Background: an optimization exercise with open tools, aiming at a short achievable clock period and few clock cycles. Do not read the settings as production practice.
At most, simulation tests tie the RTL to the original design; equivalence was not proved.
Power figures rest on the tool's default switching activity, not on a simulated workload.

// smbus_engine
module smbus_engine #(
    parameter CAP      = 48,    
    parameter FE_DELAY = 2      
) (
    input  wire        clk,
    input  wire        rst,
    input  wire        cmd_valid,
    output wire        cmd_ready,
    input  wire [7:0]  cmd_op,
    input  wire [3:0]  cmd_bus,
    input  wire [7:0]  cmd_addr,
    input  wire [7:0]  cmd_byte,
    input  wire [15:0] cmd_val16,
    input  wire [7:0]  cmd_t,
    input  wire [1:0]  cmd_datw,
    input  wire [1:0]  cmd_datr,
    input  wire        cmd_ed,
    input  wire        cfg_fast,
    input  wire [4:0]  cfg_nbus,
    input  wire [7:0]  cfg_max_retries,
    output wire        res_valid,
    output wire [3:0]  res_code,
    output wire [15:0] res_val,
    output wire [8:0]  res_size,
    output wire [8:0]  res_entry,
    output wire [7:0]  res_attempt,
    output wire        ev_valid,
    output wire [1:0]  ev_kind,
    output wire [1:0]  ev_reg,
    output wire [31:0] ev_wdata,
    input  wire        ev_ready,
    input  wire [31:0] ev_rdata,
    output wire [5:0]  buf_addr,
    output wire        buf_we,
    output wire [7:0]  buf_wdata,
    input  wire [7:0]  buf_rdata
);
    localparam EV_READ = 2'd0, EV_WRITE = 2'd1, EV_WAIT = 2'd2;
    localparam R_NONE = 2'd0, R_REQ = 2'd1, R_CS = 2'd2, R_RESP = 2'd3;
    localparam E_OK = 4'd0, E_FEMPTY = 4'd1, E_ACK = 4'd2, E_TIMEOUT = 4'd3,
               E_BUSCONF = 4'd4, E_FLUSHED = 4'd5, E_TIMISM = 4'd6,
               E_FOVF = 4'd7, E_BUFSMALL = 4'd8, E_SHAPE = 4'd9, E_NOBUS = 4'd12;
    localparam [8:0] ENTRY_NONE = 9'h1FF;
    reg s_idle;    
    reg s_seq;     
    reg s_col;     
    reg s_few;     
    reg s_poll;    
  ...
clock: 5.0 ns
lec_check: 0
abc_clock_period_in_ps: 1500
cap_margin: 20
core_margin: 2
core_utilization: 40
place_density: 0.6
setup_slack_margin: 3.4
slew_margin: 20
run.sh (not shown) runs the stock make flow with config.mk's settings and CLKGATE_MAP_FILE= SYNTH_SCRIPT=/design/flow/synth_recipe.tcl, a recipe that flattens the netlist after the stock synthesis.
Testbench counts at the start, summed over its fixed seeds: cycles 61,126.
==> next run, changes <==
--- a/flow/design.v
+++ b/flow/design.v
@@ -57,16 +57,17 @@
     reg [7:0]  cbyte;
     reg [15:0] val16;
     reg [1:0]  tl;
     reg [1:0]  datw, datr;
     reg        ed;
     reg [7:0]  max_retries;
     reg        c_bdw, c_wdw, c_ibr, c_wd;
     reg        rdp;            
+    reg        r_valid, r_busbad;    
     reg [10:0] budget;
     reg [31:0] w0;
     reg        disc0, fast0;
     reg [5:0]  pss0;
     reg        wlast0, wnlast0;
     reg [5:0]  boff0;
     reg        p_disc, p_main, p_fast;
     reg [5:0]  pss;
@@ -121,19 +122,24 @@
     wire ck_valid = (c_lo & (~cmd_op[3] | (~cmd_op[2] & cmd_op[1]))) | ck_i2cb;
     wire ck_blr = ck_block &  c_rw;
     wire ck_ibw = ck_i2cb  & ~c_rw;
     wire ck_ibr = ck_i2cb  &  c_rw;
     wire op_lsel  = cmd_op[4] | (cmd_op[3] & ~c_rw);
     wire L_ge48 = L[7] | L[6] | (L[5] & L[4]);
     wire L_gt60 = L[7] | L[6] | (L[5] & L[4] & L[3] & L[2] & (L[1] | L[0]));
     wire c_shape_bad = op_lsel & (c_rw ? L_gt60 : L_ge48);
-    wire c_bus_bad   = ({1'b0, cmd_bus} >= cfg_nbus);
+    wire [3:0] nb = cfg_nbus[3:0];
+    wire [3:0] bb = cmd_bus;
+    wire nb_gt = (nb[3] & ~bb[3]) |
+                 (~(nb[3] ^ bb[3]) & nb[2] & ~bb[2]) |
+                 (~(nb[3] ^ bb[3]) & ~(nb[2] ^ bb[2]) & nb[1] & ~bb[1]) |
+                 (~(nb[3] ^ bb[3]) & ~(nb[2] ^ bb[2]) & ~(nb[1] ^ bb[1]) & nb[0] & ~bb[0]);
+    wire c_bus_bad   = ~cfg_nbus[4] & ~nb_gt;
     wire c_ok = ck_valid & ~c_bus_bad & ~cmd_addr[7] & ~c_shape_bad;
-    wire [3:0] c_code = {1'b1, ck_valid & c_bus_bad, 1'b0, ~(ck_valid & c_bus_bad)};
     wire c_pss2 = ck_byte | (ck_ibw & (L == 8'd0));
     wire [5:0] Lp = L[5:0] + ((cmd_op[4] & ~c_rw) ? 6'd2 : 6'd3);
     reg  [5:0] c_pssk;         
     always @(*) begin
         case (cmd_op[3:0])
             4'h0, 4'h1: c_pssk = 6'd1;
             4'h2, 4'h3: c_pssk = 6'd2;
             4'h4:       c_pssk = 6'd3;
@@ -260,27 +266,27 @@
             s_rwt  <= 1'b0;
             s_rw2  <= 1'b0;
             s_done <= 1'b0;
             evv    <= 1'b0;
             bwe    <= 1'b0;
             baddr  <= 6'd0;
         end else begin
             s_idle <= (s_idle & ~cmd_valid) | s_done;
-            s_seq  <= (acc & c_ok) | (s_seq & ~(hs & wlast)) | (col_hs & to_main) | restart;
+            s_seq  <= acc | (s_seq & evv & ~(hs & wlast)) | (col_hs & to_main) | restart;
             s_col  <= (s_col & ~hs) | (col_hs & to_col) | few_hs | (seq_end & ~p_fast) |
                       (poll_hs & ~rd[26]);
             s_few  <= (s_few & ~hs) | (col_hs & to_few);
             s_poll <= (s_poll & ~hs) | (seq_end & p_fast) | pw_hs;
             s_pw   <= (s_pw & ~hs) | (poll_hs & rd[26] & ~pexp);
             s_rrd  <= (s_rrd & ~hs) | (col_hs & to_rrd) | (poll_hs & rd[26] & pexp);
             s_rw1  <= (s_rw1 & ~hs) | rrd_hs;
             s_rwt  <= (s_rwt & ~hs) | rw1_hs;
             s_rw2  <= (s_rw2 & ~hs) | rwt_hs;
-            s_done <= (acc & ~c_ok) | (col_hs & to_done) | (rw2_hs & ~retry);
+            s_done <= (s_seq & ~evv) | (col_hs & to_done) | (rw2_hs & ~retry);
             evv    <= (acc & c_ok) | (evv & ~(col_hs & to_done) & ~(rw2_hs & ~retry));
             bwe    <= col_tk & ~vbad & kstore & ~sover;
             if (s_done)
                 baddr <= 6'd0;
             else if (acc)
                 baddr <= ck_ibw ? 6'd0 : 6'd63;
             else if (seq_hs)
                 baddr <= baddr + 6'd1;
@@ -324,16 +330,18 @@
             datr        <= cmd_datr;
             ed          <= cmd_ed;
             max_retries <= cfg_max_retries;
             budget      <= c_budget;
             c_bdw       <= ck_bdata & ~c_rw;
             c_wdw       <= ck_wdata & ~c_rw;
             c_ibr       <= ck_ibr;
             c_wd        <= ck_wdata;
+            r_valid     <= ck_valid;
+            r_busbad    <= c_bus_bad;
             rdp         <= c_rw;
             w0          <= c_w0;
             pss0        <= c_pss;
             disc0       <= ck_blr & ~cfg_fast;
             fast0       <= ck_blr & cfg_fast;
             wlast0      <= ck_quick;
             wnlast0     <= c_pss2;
             boff0       <= ck_ibw ? 6'd0 : 6'd63;
@@ -425,20 +433,18 @@
         if (s_col) begin
             w      <= rd;
             kw     <= k[3:0];
             noti_w <= noti;
             e_disc <= p_disc;
         end
         if (s_col | s_poll)
             e_col <= s_col;
-        if (s_idle)
-            err <= c_code;
-        else if (s_seq)
-            err <= E_OK;
+        if (s_seq)
+            err <= evv ? E_OK : {1'b1, r_valid & r_busbad, 1'b0, ~(r_valid & r_busbad)};
         else if (s_rrd)
             err <= e_col ? wcode : E_TIMEOUT;
         if (s_col) begin
             err_size  <= cur_size;
             err_entry <= {3'd0, k};
         end else if (s_poll) begin
             err_size  <= 9'd3;
             err_entry <= ENTRY_NONE;
Outcome:
- The changed run finished clean
- power grows by a few percent
- final cell count came out higher slightly
- critical path depth decreases by 7
- design area rose by a few percent
- synthesized area is about the same
- worst setup slack gains 210 ps
- hold slack degrades by 6.7 ps
- count of clock-buffer cells in the layout went up by 1
- wire length barely changes
- global-route usage stays flat
- combinational power goes up by a few percent
- clock skew stays flat
- sequential cell count goes up by 2
For the second run of this note, only the layout was checked, not whether the RTL still works.

-- separate check: timing with driven ports --
In the flow no input, the clock included, has a driving cell. The finished layouts below were timed again as built, in two steps.
Step 1 (the two cells are an assumption about what drives the block):
set clk [get_ports {clk}]
set_driving_cell -lib_cell sky130_fd_sc_hd__clkbuf_16 $clk
set_driving_cell -lib_cell sky130_fd_sc_hd__buf_2 [delete_from_list [all_inputs] $clk]
Step 2 adds t to the input delays and takes it off the output delays; t is the mean of the earliest and latest rising clock arrival at the registers after step 1. Input paths then give back, and output paths get back, about the clock's delay inside the block.
Slacks: no drivers / after step 1 / after step 2; pairs: no drivers / after step 1.
| run | t (ns) | setup slack, ns | clock arrival spread, ns | slew at the worst register clock pin (ns) | worst data-port slew with drivers (ns) |
|---|---|---|---|---|---|
| the first run | 0.568 | 2.685 / 2.717 / 2.150 | 0.015 / 0.015 | 0.06 / 0.06 | 0.10 |
| the second run | 0.560 | 2.891 / 2.839 / 2.382 | 0.017 / 0.017 | 0.06 / 0.06 | 0.09 |
After both steps setup and hold are still met in every run listed. For the first run, which loses most, drivers alone change the setup slack by +0.032 ns; drivers and shift together by -0.535 ns.
